Context: an optimization exercise on an open-source flow, tuned for small area, a short achievable clock period and few clock cycles. The choices shown serve that exercise and are no tape-out recipe.
At most, simulation tests tie the RTL to the original design; equivalence was not proved.
No activity file was given, so power comes from the tool's default toggle rates.

==> flow/design.v <==
module tbpm_rxdec (
    input  wire        clk,
    input  wire        rst,
    input  wire        cfg_we,
    input  wire [7:0]  cfg_pct,
    input  wire [15:0] cfg_floor,
    input  wire [1:0]  cfg_reg_len,
    input  wire        cfg_reg0,
    input  wire        cfg_reg1,
    input  wire        in_valid,
    output wire        in_ready,
    input  wire [31:0] in_data,
    input  wire        in_last,
    output wire        out_valid,
    input  wire        out_ready,
    output wire        rl_ok,
    output wire [3:0]  rl_cause,
    output wire [31:0] rl_word,
    output wire        fw_ok,
    output wire [3:0]  fw_cause,
    output wire [31:0] fw_word,
    output wire        dsp_ok,
    output wire [1:0]  dsp_tried,
    output wire [31:0] dsp_word
);
    reg [6:0]  tol_pct;
    reg [15:0] tol_floor;
    reg [1:0]  reg_len;
    reg        reg0, reg1;
    always @(posedge clk) begin
        if (rst) begin
            tol_pct   <= 7'd25;
            tol_floor <= 16'd10;
            reg_len   <= 2'd0;
            reg0      <= 1'b0;
            reg1      <= 1'b0;
        end else if (cfg_we && cfg_pct <= 8'd100 && cfg_reg_len <= 2'd2) begin
            tol_pct   <= cfg_pct[6:0];
            tol_floor <= cfg_floor;
            reg_len   <= cfg_reg_len;
            reg0      <= cfg_reg0;
            reg1      <= cfg_reg1;
        end
    end
    reg        r_v;            
    reg        r_last;
    reg        r_s;            
    reg        r_u;            
    reg [16:0] r_d;            
    reg        rdy;            
    reg        done;           
    reg [7:0]  n_ent;          
    wire keep    = !n_ent[7];
    wire odd     = n_ent[0];
    wire needfsm = (odd && keep) || r_last;
    wire stall   = r_v && done && needfsm;
    wire absorb  = r_v && !stall;
    wire fin     = absorb && r_last;
    wire take    = in_valid && rdy;
    always @(posedge clk) begin
        if (!stall) begin
            r_last <= in_last;
            r_s    <= in_data[31];
            r_u    <= (in_data[31:17] == 15'd0) || (in_data[31:17] == 15'h7fff);
            r_d    <= in_data[16:0];
        end
    end
    wire       r_v_nx    = !rst && (stall || take);
    wire       r_last_nx = stall ? r_last : in_last;
    wire [7:0] n_nx      = (rst || fin) ? 8'd0 : (absorb && keep) ? n_ent + 8'd1 : n_ent;
    wire       done_nx   = !rst && (fin || (done && !out_ready));
    wire       rdy_nx    = !(r_v_nx && done_nx && ((n_nx[0] && !n_nx[7]) || r_last_nx));
    always @(posedge clk) begin
        r_v   <= r_v_nx;
        n_ent <= n_nx;
        done  <= done_nx;
        rdy   <= rdy_nx;
    end
    assign in_ready  = rdy;
    assign out_valid = done;
    wire [16:0] x = r_d ^ {17{r_s}};
    function ltc17(input [16:0] a, input [16:0] b, input c);
        integer i;
        reg l;
        begin
            l = c;
            for (i = 0; i < 17; i = i + 1)
                l = (!a[i] && b[i]) || ((!a[i] || b[i]) && l);
            ltc17 = l;
        end
    endfunction
    function lt18(input [17:0] a, input [17:0] b);
        integer i;
        reg l;
        begin
            l = 1'b0;
            for (i = 0; i < 18; i = i + 1)
                l = (!a[i] && b[i]) || ((!a[i] || b[i]) && l);
            lt18 = l;
        end
    endfunction
    wire        j0 = (n_ent[6:1] == 6'd0);
    wire [12:0] ta = j0 ? (odd ? {1'b0, tol_pct, 5'd0} : {tol_pct, 6'd0}) : {2'd0, tol_pct, 4'd0};
    wire [12:0] tb = j0 ? (odd ? {4'd0, tol_pct, 2'd0} : {5'd0, tol_pct, 1'b0}) : {6'd0, tol_pct};
    wire [12:0] kpa = j0 ? ta - tb : ta + tb;
    wire [16:0] wa  = {4'd0, kpa} + {1'b0, tol_floor};
    wire [17:0] nea = j0 ? (odd ? -18'sd2800 : -18'sd6200) : -18'sd1700;
    wire [17:0] da  = {1'b0, x} + nea + {17'd0, r_s};
    wire        in_a = ltc17(da[16:0] ^ {17{da[17]}}, wa, !da[17]);
    wire [10:0] kpb = {1'b0, tol_pct, 3'd0} + {3'd0, tol_pct, 1'b0} + {4'd0, tol_pct};
    wire [16:0] wb  = {7'd0, kpb[10:1]} + {1'b0, tol_floor};
    wire [17:0] db  = {1'b0, x} - 18'd550 + {17'd0, r_s};
    wire        in_b = ltc17(db[16:0] ^ {17{db[17]}}, wb, !db[17] || tol_pct[0]);
    wire x_nz     = (r_d != 17'd0);
    wire is_mark  = !r_s && r_u && x_nz;
    wire is_space =  r_s && r_u;
    reg        m_hit;
    reg        m_rl;           
    reg [14:0] m_val;
    always @(posedge clk) begin
        if (absorb && !odd) begin
            m_hit  <= is_mark && (j0 ? in_a : in_b);
            m_rl   <= is_mark && (r_d[16:15] == 2'b00);
            m_val  <= r_d[14:0];
        end
    end
    wire fw_pre  = odd && m_hit && is_space && in_a;
    wire fw_one  = fw_pre;
    wire fw_zero = odd && m_hit && is_space && in_b;
    wire        rl_sig = odd && m_rl && is_space && (x[16:15] == 2'b00);
    wire [15:0] wsum   = {1'b0, m_val} + {1'b0, x[14:0]};      
    wire ge1 = !lt18({2'd0, wsum}, 18'd1562);
    wire ge2 = !lt18({2'd0, wsum}, 18'd4687);
    wire ge3 = !lt18({2'd0, wsum}, 18'd7812);
    wire ge4 = !lt18({2'd0, wsum}, 18'd10937);
    wire ge5 = !lt18({2'd0, wsum}, 18'd14062);
    wire ge6 = !lt18({2'd0, wsum}, 18'd17187);
    wire c_zero  = rl_sig && ge1 && !ge2;
    wire c_same  = rl_sig && ge2 && !ge3;
    wire c_one   = rl_sig && ge3 && !ge4;
    wire c_stop  = rl_sig && ge4 && !ge5;
    wire c_start = rl_sig && ge5 && !ge6;
    wire pev = absorb && ((odd && keep) || (n_ent == 8'd0 && r_last));
    wire p0  = pev && (n_ent[6:1] == 6'd0);
    wire [5:0] pidx = n_ent[6:1];
    reg [4:0]  rl_c;
    reg [15:0] rl_sh;
    reg [7:0]  rl_rep;
    reg        rl_repnz;
    reg [7:0]  rl_src, rl_cmd;
    reg        rl_long;        
    wire rl_bit = c_one ? 1'b1 : c_zero ? 1'b0 : rl_sh[0];
    wire rl_idle = (rl_c == 5'd0);
    wire rl_stp  = (rl_c == 5'd18);
    wire rl_fin  = pev && !p0 && rl_stp && c_stop;
    always @(posedge clk) begin
        if (pev) begin
            if (p0 || rl_idle) begin
                if (c_start) begin
                    rl_c     <= 5'd1;
                    rl_sh[0] <= 1'b0;
                end else begin
                    rl_c     <= 5'd0;
                end
            end else if (rl_stp) begin
                rl_c <= 5'd0;
            end else if (c_zero || c_one || c_same) begin
                rl_sh <= {rl_sh[14:0], rl_bit};
                rl_c  <= rl_c + 5'd1;
            end else begin
                rl_c <= 5'd0;
            end
        end
    end
    always @(posedge clk) begin
        if (rl_fin) begin
            rl_src <= rl_sh[15:8];
            rl_cmd <= rl_sh[7:0];
        end
    end
    wire [7:0] rep_nx   = p0 ? 8'd0 : (rl_fin && rl_rep != 8'hff) ? rl_rep + 8'd1 : rl_rep;
    wire       repnz_nx = p0 ? 1'b0 : (rl_repnz || rl_fin);
    wire       long_nx  = p0 ? 1'b0 : (rl_long || (absorb && n_ent == 8'd41));
    always @(posedge clk) begin
        rl_rep   <= rep_nx;
        rl_repnz <= repnz_nx;
        rl_long  <= long_nx;
    end
    reg        fw_stop;
    reg [2:0]  fw_cause_q;
    reg        fw_bad;
    reg [15:0] fw_p;
    localparam [14:0] FW_HDR = 15'h2008;
    wire fw_sym  = fw_one || fw_zero;
    wire fw_hexp = FW_HDR[4'd15 - pidx[3:0]];
    wire fw_hmis = fw_one ^ fw_hexp;
    wire fw_cmis = fw_one ^ fw_p[15] ^ fw_p[7];
    wire in_hdr  = (pidx <= 6'd15);
    wire in_chk  = (pidx >= 6'd32);
    reg        fw_stop_nx;
    reg [2:0]  fw_cause_nx;
    reg        fw_bad_nx;
    always @(*) begin
        fw_stop_nx  = fw_stop;
        fw_cause_nx = fw_cause_q;
        fw_bad_nx   = fw_bad;
        if (p0) begin
            fw_stop_nx  = !fw_pre;
            fw_cause_nx = fw_pre ? 3'd4 : 3'd2;
            fw_bad_nx   = 1'b0;
        end else if (pev && !fw_stop) begin
            if (!fw_sym) begin
                fw_stop_nx = 1'b1;
            end else if (in_hdr) begin
                if (pidx == 6'd15) begin
                    if (fw_bad || fw_hmis) begin
                        fw_stop_nx  = 1'b1;
                        fw_cause_nx = 3'd5;
                    end
                end else begin
                    fw_bad_nx = fw_bad || fw_hmis;
                end
            end else if (in_chk) begin
                if (pidx == 6'd39) begin
                    fw_stop_nx  = 1'b1;
                    fw_cause_nx = (fw_bad || fw_cmis) ? 3'd6 : 3'd0;
                end else begin
                    fw_bad_nx = fw_bad || fw_cmis;
                end
            end
        end
    end
    always @(posedge clk) begin
        fw_stop    <= fw_stop_nx;
        fw_cause_q <= fw_cause_nx;
        fw_bad     <= fw_bad_nx;
        if (pev && !p0 && !fw_stop && fw_sym && !in_hdr)
            fw_p <= {fw_p[14:0], in_chk ? fw_p[15] : fw_one};
    end
    wire rl_ok_nx  = long_nx && repnz_nx;
    wire fw_ok_nx  = (fw_cause_nx == 3'd0);
    wire ok0_nx    = reg0 ? fw_ok_nx : rl_ok_nx;
    wire ok1_nx    = reg1 ? fw_ok_nx : rl_ok_nx;
    wire take0_nx  = (reg_len != 2'd0) && ok0_nx;
    wire take1_nx  = !take0_nx && (reg_len == 2'd2) && ok1_nx;
    reg rl_ok_q, fw_ok_q, sel_rl, sel_fw;
    reg [1:0] tried_q;
    always @(posedge clk) begin
        rl_ok_q <= rl_ok_nx;
        fw_ok_q <= fw_ok_nx;
        sel_rl  <= (take0_nx && !reg0) || (take1_nx && !reg1);
        sel_fw  <= (take0_nx &&  reg0) || (take1_nx &&  reg1);
        tried_q <= take0_nx ? 2'd1 : reg_len;
    end
    wire [23:0] rl_f = {rl_rep, rl_cmd, rl_src};
    wire [31:0] fw_f = {8'd1, fw_p[15:8], 4'd0, fw_p[3:0], 4'd0, fw_p[7:4]};
    assign rl_ok     = rl_ok_q;
    assign rl_cause  = {1'b0, {2{rl_long && !rl_repnz}}, !rl_ok_q};
    assign rl_word   = {8'd0, rl_f & {24{rl_ok_q}}};
    assign fw_ok     = fw_ok_q;
    assign fw_cause  = {1'b0, fw_cause_q};
    assign fw_word   = fw_f & {32{fw_ok_q}};
    assign dsp_ok    = sel_rl || sel_fw;
    assign dsp_tried = tried_q;
    assign dsp_word  = ({8'd0, rl_f} & {32{sel_rl}}) | (fw_f & {32{sel_fw}});
endmodule
Settings: LEC_CHECK=0, CAP_MARGIN=20, CORE_MARGIN=2, CORE_UTILIZATION=40, SLEW_MARGIN=20; clock period 35.0 ns.
run.sh (not shown) runs the stock make flow with config.mk's settings and CLKGATE_MAP_FILE= SYNTH_SCRIPT=/design/flow/synth_recipe.tcl, a recipe that flattens the netlist after the stock synthesis.
The baseline ran to the end with no violations.
==> next run, changes <==
--- a/flow/design.v
+++ b/flow/design.v
@@ -76,60 +76,61 @@
         done  <= done_nx;
         rdy   <= rdy_nx;
     end
     assign in_ready  = rdy;
     assign out_valid = done;
     wire [16:0] x = r_d ^ {17{r_s}};
-    function ltc17(input [16:0] a, input [16:0] b, input c);
-        integer i;
-        reg l;
-        begin
-            l = c;
-            for (i = 0; i < 17; i = i + 1)
-                l = (!a[i] && b[i]) || ((!a[i] || b[i]) && l);
-            ltc17 = l;
-        end
-    endfunction
     function lt18(input [17:0] a, input [17:0] b);
         integer i;
         reg l;
         begin
             l = 1'b0;
             for (i = 0; i < 18; i = i + 1)
                 l = (!a[i] && b[i]) || ((!a[i] || b[i]) && l);
             lt18 = l;
         end
     endfunction
-    wire        j0 = (n_ent[6:1] == 6'd0);
-    wire [12:0] ta = j0 ? (odd ? {1'b0, tol_pct, 5'd0} : {tol_pct, 6'd0}) : {2'd0, tol_pct, 4'd0};
-    wire [12:0] tb = j0 ? (odd ? {4'd0, tol_pct, 2'd0} : {5'd0, tol_pct, 1'b0}) : {6'd0, tol_pct};
-    wire [12:0] kpa = j0 ? ta - tb : ta + tb;
-    wire [16:0] wa  = {4'd0, kpa} + {1'b0, tol_floor};
-    wire [17:0] nea = j0 ? (odd ? -18'sd2800 : -18'sd6200) : -18'sd1700;
-    wire [17:0] da  = {1'b0, x} + nea + {17'd0, r_s};
-    wire        in_a = ltc17(da[16:0] ^ {17{da[17]}}, wa, !da[17]);
-    wire [10:0] kpb = {1'b0, tol_pct, 3'd0} + {3'd0, tol_pct, 1'b0} + {4'd0, tol_pct};
-    wire [16:0] wb  = {7'd0, kpb[10:1]} + {1'b0, tol_floor};
-    wire [17:0] db  = {1'b0, x} - 18'd550 + {17'd0, r_s};
-    wire        in_b = ltc17(db[16:0] ^ {17{db[17]}}, wb, !db[17] || tol_pct[0]);
+    wire [12:0] kp1 = odd ? ({1'b0, tol_pct, 5'd0} - {4'd0, tol_pct, 2'd0})
+                          : ({tol_pct, 6'd0} - {5'd0, tol_pct, 1'b0});
+    wire [10:0] kp2 = {1'b0, tol_pct, 3'd0} + {3'd0, tol_pct, 1'b0} + {4'd0, tol_pct};
+    wire [11:0] kp3 = {1'b0, tol_pct, 4'd0} + {5'd0, tol_pct};
+    wire [12:0] e1  = odd ? 13'd2800 : 13'd6200;
+    wire [12:0] blo1 = e1 - kp1;
+    wire [13:0] bhi1 = {1'b0, e1} + {1'b0, kp1};
+    wire [12:0] blo2 = 13'd550 - {3'd0, kp2[10:1] + {9'd0, kp2[0]}};
+    wire [13:0] bhi2 = 14'd550 + {4'd0, kp2[10:1]};
+    wire [12:0] blo3 = 13'd1700 - {1'b0, kp3};
+    wire [13:0] bhi3 = 14'd1700 + {2'd0, kp3};
+    wire [17:0] sum_a = {1'b0, x} + {2'b0, tol_floor} + {17'd0, r_s};           
+    wire [17:0] dif_b = {1'b0, x} + {2'b11, ~tol_floor} + {17'd0, r_s};         
+    wire lo1 = !lt18(sum_a, {5'd0, blo1});
+    wire lo2 = !lt18(sum_a, {5'd0, blo2});
+    wire lo3 = !lt18(sum_a, {5'd0, blo3});
+    wire hi1 = dif_b[17] || lt18({1'b0, dif_b[16:0]}, {4'd0, bhi1});
+    wire hi2 = dif_b[17] || lt18({1'b0, dif_b[16:0]}, {4'd0, bhi2});
+    wire hi3 = dif_b[17] || lt18({1'b0, dif_b[16:0]}, {4'd0, bhi3});
     wire x_nz     = (r_d != 17'd0);
     wire is_mark  = !r_s && r_u && x_nz;
     wire is_space =  r_s && r_u;
-    reg        m_hit;
+    wire in_s1 = lo1 && hi1;
+    wire in_s2 = lo2 && hi2;
+    wire in_s3 = lo3 && hi3;
+    reg        m_6200, m_550;
     reg        m_rl;           
     reg [14:0] m_val;
     always @(posedge clk) begin
         if (absorb && !odd) begin
-            m_hit  <= is_mark && (j0 ? in_a : in_b);
+            m_6200 <= is_mark && in_s1;
+            m_550  <= is_mark && in_s2;
             m_rl   <= is_mark && (r_d[16:15] == 2'b00);
             m_val  <= r_d[14:0];
         end
     end
-    wire fw_pre  = odd && m_hit && is_space && in_a;
-    wire fw_one  = fw_pre;
-    wire fw_zero = odd && m_hit && is_space && in_b;
+    wire fw_pre  = odd && m_6200 && is_space && in_s1;
+    wire fw_one  = odd && m_550  && is_space && in_s3;
+    wire fw_zero = odd && m_550  && is_space && in_s2;
     wire        rl_sig = odd && m_rl && is_space && (x[16:15] == 2'b00);
     wire [15:0] wsum   = {1'b0, m_val} + {1'b0, x[14:0]};      
     wire ge1 = !lt18({2'd0, wsum}, 18'd1562);
     wire ge2 = !lt18({2'd0, wsum}, 18'd4687);
     wire ge3 = !lt18({2'd0, wsum}, 18'd7812);
     wire ge4 = !lt18({2'd0, wsum}, 18'd10937);
What happened: Design area went up by 7.4%. Core utilization went down by 0.72 points. Clock-buffer cell count went down by 1. Sequential power is about the same. Total power went up by 11%. Worst setup slack gets worse by 0.010 ns. Routed wire length went up by 13%.
Testbench counts after the change, summed over its fixed seeds: cycles 31,890.
Only the layout flow was run in the first run of this note; the RTL was not checked for function there.

==> static timing again, ports no longer ideal <==
How much do the figures lean on ideal ports? The routed layouts below were timed once more, with nothing changed but the port constraints. Step 1 sets driving cells, clkbuf_16 on the clock port and buf_2 on the other inputs (assumed; they add their load-dependent delay and slew). Step 2 adds t to the input delays and takes it off the output delays; t is the mean of the earliest and latest rising clock arrival at the registers after step 1. Input paths then give back, and output paths get back, about the clock's delay inside the block. Slacks: ideal ports / drivers / drivers and shift; pairs: ideal ports / drivers.
run | shift t [ns] | slack for setup (ns) | worst slew at a driven data input, ns | cell pins on the clock port's net
the first run | 0.483 | 25.884 / 25.833 / 26.047 | 0.05 | 1
the second run | 0.491 | 25.874 / 25.821 / 25.881 | 0.04 | 1
After both steps setup and hold are still met in every run listed.
